What follows belongs to an exercise in optimizing a design on an open flow for small area, a short achievable clock period and few clock cycles; a production flow would make more cautious choices. The RTL was checked by simulation tests, not by an equivalence proof against the original design. No activity file was given, so power comes from the tool's default toggle rates.

Setup of run 1:
Design dcpc, start of the top module:
module dcpc (
    input  wire        clk,
    input  wire        rst,      
    input  wire        req,
    input  wire        we,
    input  wire        wide,     
    input  wire [15:0] addr,
    input  wire [31:0] wdata,
    output wire        ack,
    output wire        err,
    output wire [31:0] rdata
);
Settings: LEC_CHECK=0, CAP_MARGIN=20, CORE_MARGIN=2, CORE_UTILIZATION=48, CTS_BUF_LIST=sky130_fd_sc_hd__clkbuf_4 sky130_fd_sc_hd__clkbuf_8, PLACE_DENSITY=0.65, SETUP_SLACK_MARGIN=4.0, SLEW_MARGIN=20; clock period 10.0 ns.
standard.sh (not shown) runs the stock make flow with config.mk's settings and CLKGATE_MAP_FILE= SYNTH_SCRIPT=/design/flow/synth_recipe.tcl, a recipe that flattens the netlist after the stock synthesis.
==> flow/flow/run.sh <==
#!/bin/bash
# The standard layout (the standard.sh, standard synthesis included), with
# the port buffers made as sky130_fd_sc_hd__buf_4 instead of the smallest
# buffer, so that the paths from the inputs to the outputs start and end on
# a faster buffer. Every port is still buffered.
set -euo pipefail
bash standard.sh 'BUFFER_PORTS_ARGS=-buffer_cell sky130_fd_sc_hd__buf_4' finish > run_make.log 2>&1
Testbench counts of run 1, summed over its fixed seeds: cycles 27,139.
What run 2 does differently from run 1 at the input level:
-- flow/config.mk --
<<< run 1, line 10
export CORE_UTILIZATION = 48
>>> run 2, line 10
export CORE_UTILIZATION = 40
<<< run 1, line 12
export PLACE_DENSITY = 0.65
export SETUP_SLACK_MARGIN = 4.0
>>> run 2, line 12
export PLACE_DENSITY = 0.6
export SETUP_SLACK_MARGIN = 3.5
==> run summary <==
- Summary of the comparison: global-route usage over all layers is lower in run 2, relative to run 1.
- Compared with run 1, run 2 shows a higher post-place instance area.
- Against run 1, run 2 comes in 5.0% higher on placed cell count.
- Relative to run 1, the period utilization of run 2 is higher by 6.3 points.
- Lower part of the total power dissipated in combinational logic was reported by run 1, not run 2.
- Post-detailed-routing wire length for run 2 is higher than for run 1.
- Re non-clock buffer count: run 1 was higher than run 2.
- Run 2 gives less data-path buffer share of cell area in the final layout than run 1 did.
> inputs changed (run 2 -> run 3)
-- flow/config.mk --
<<< run 2, line 10
export CORE_UTILIZATION = 40
>>> run 3, line 10
export CORE_UTILIZATION = 56
<<< run 2, line 12
export PLACE_DENSITY = 0.6
export SETUP_SLACK_MARGIN = 3.5
>>> run 3, line 12
export PLACE_DENSITY = 0.73
export SETUP_SLACK_MARGIN = 4.0
Findings:
Port buffer count came out exactly the same in run 3 and run 2.
Diff run 2..run 3 | cell area after technology mapping | unchanged
The sequential share of layout area number comes out lower for run 2 vs run 3.
Run 3 vs run 2 — setup clock skew after layout rose 0.047 ns.
In the tables for run 3 and run 2, placed instance area reads higher with run 2.
What run 2 reported for length of routed met3 wiring has to be multiplied by 1.07 to get the figure for run 3.
Comparing run 3 and run 2, the lower highest attainable clock frequency is on run 2.
## Diff of input files: run 4 against run 3
-- flow/config.mk --
<<< run 3, line 10
export CORE_UTILIZATION = 56
>>> run 4, line 10
export CORE_UTILIZATION = 40
<<< run 3, line 12
export PLACE_DENSITY = 0.73
>>> run 4, line 12
export PLACE_DENSITY = 0.6
==> comparison <==
Run 3 -> run 4: via count decreased slightly. Compared with run 3, in run 4 worst setup slack went down 0.048 ns; detailed route wirelength on metal2 went up about 7%; fmax went down 0.79%. ptr[1] as the launch point of the critical path was reported by run 3, and pa[0] by run 4.

========
Setup of job 102:
dcpc, a different RTL version from the one above (not shown whole).
For scale: ~7300 cells after synthesis, roughly 87 I/O pins, roughly 0.11 mm² of cells after synthesis.
clock: 10.0 ns
lec_check: 0
cap_margin: 20
core_margin: 2
core_utilization: 40
place_density: 0.6
slew_margin: 20
run.sh (not shown) runs the stock make flow with config.mk's settings and CLKGATE_MAP_FILE= SYNTH_SCRIPT=/design/flow/synth_recipe.tcl, a recipe that flattens the netlist after the stock synthesis.
Stock flow here: none of the scripts above is used.
Testbench counts of job 102, summed over its fixed seeds: cycles 26,721.
Relative to job 102, the following input files were edited for job 101:
- SETUP_SLACK_MARGIN: unset -> 4.0
Job 101 vs job 102, worst setup path endpoint: v_hp[3]$_DFFE_PP_ vs rdata[7]
The worst reg-to-reg setup slack number comes out lower for job 102 vs job 101.
On setup slack, job 101 does better than job 102.
In job 101 the critical path data arrival time turned out 180 ps higher than in job 102.
Going from job 102 to job 101, worst-case vdd ir drop increased 0.000037 V; final period demand of the worst path decreased 2370 ps; sequential share of cell area decreased 3.5 points; post-layout instance area increased about 6%.
Comparing job 101 and job 102, the higher ratio of total power to cell area was measured on job 101.
For the aggregate routed wire length, job 101 came in 7.6% higher than job 102 did.
Any difference in multi-input combinational gate total between job 102 and job 101 is small enough to ignore.
Compared with job 102, job 101 shows a logic depth of the worst register-to-register path that is 14 higher.

-- re-timing with driven ports --
In the flow no input, the clock included, has a driving cell. The finished layouts below were timed again as built, in two steps. Step 1 assumes that a clkbuf_16 drives the clock port and a buf_2 every other input. Step 2 moves the port delays by t, midway between the first and last clock arrival at a register: inputs arrive t later, outputs are due t later. That takes back most of the time a late clock gives input paths. Three values: ideal, step 1, step 2; two values: the first two.
| run | shift t [ns] | setup slack, ns | hold slack, ns | worst register clock-pin slew, ns | worst data-port slew with drivers (ns) |
|---|---|---|---|---|---|
| run 1 | 1.227 | 4.085 / 4.085 / 3.438 | 0.426 / 0.426 / 0.426 | 0.08 / 0.08 | 0.20 |
| run 2 | 1.131 | 3.455 / 3.455 / 3.170 | 0.455 / 0.455 / 0.455 | 0.07 / 0.07 | 0.22 |
| run 3 | 1.242 | 3.962 / 3.962 / 3.675 | 0.434 / 0.434 / 0.434 | 0.08 / 0.08 | 0.18 |
| run 4 | 1.138 | 3.914 / 3.914 / 3.414 | 0.458 / 0.458 / 0.458 | 0.07 / 0.07 | 0.25 |
| job 102 | 0.957 | 0.196 / 0.102 / 0.678 | 0.452 / 0.452 / 0.452 | 0.07 / 0.07 | 0.16 |
| job 101 | 0.978 | 2.569 / 2.558 / 2.569 | 0.458 / 0.458 / 0.458 | 0.07 / 0.07 | 0.30 |
After both steps every run listed still meets setup and hold. The setup slack of run 1, which loses most, moves by 0.000 ns with the drivers and by -0.647 ns with both steps.
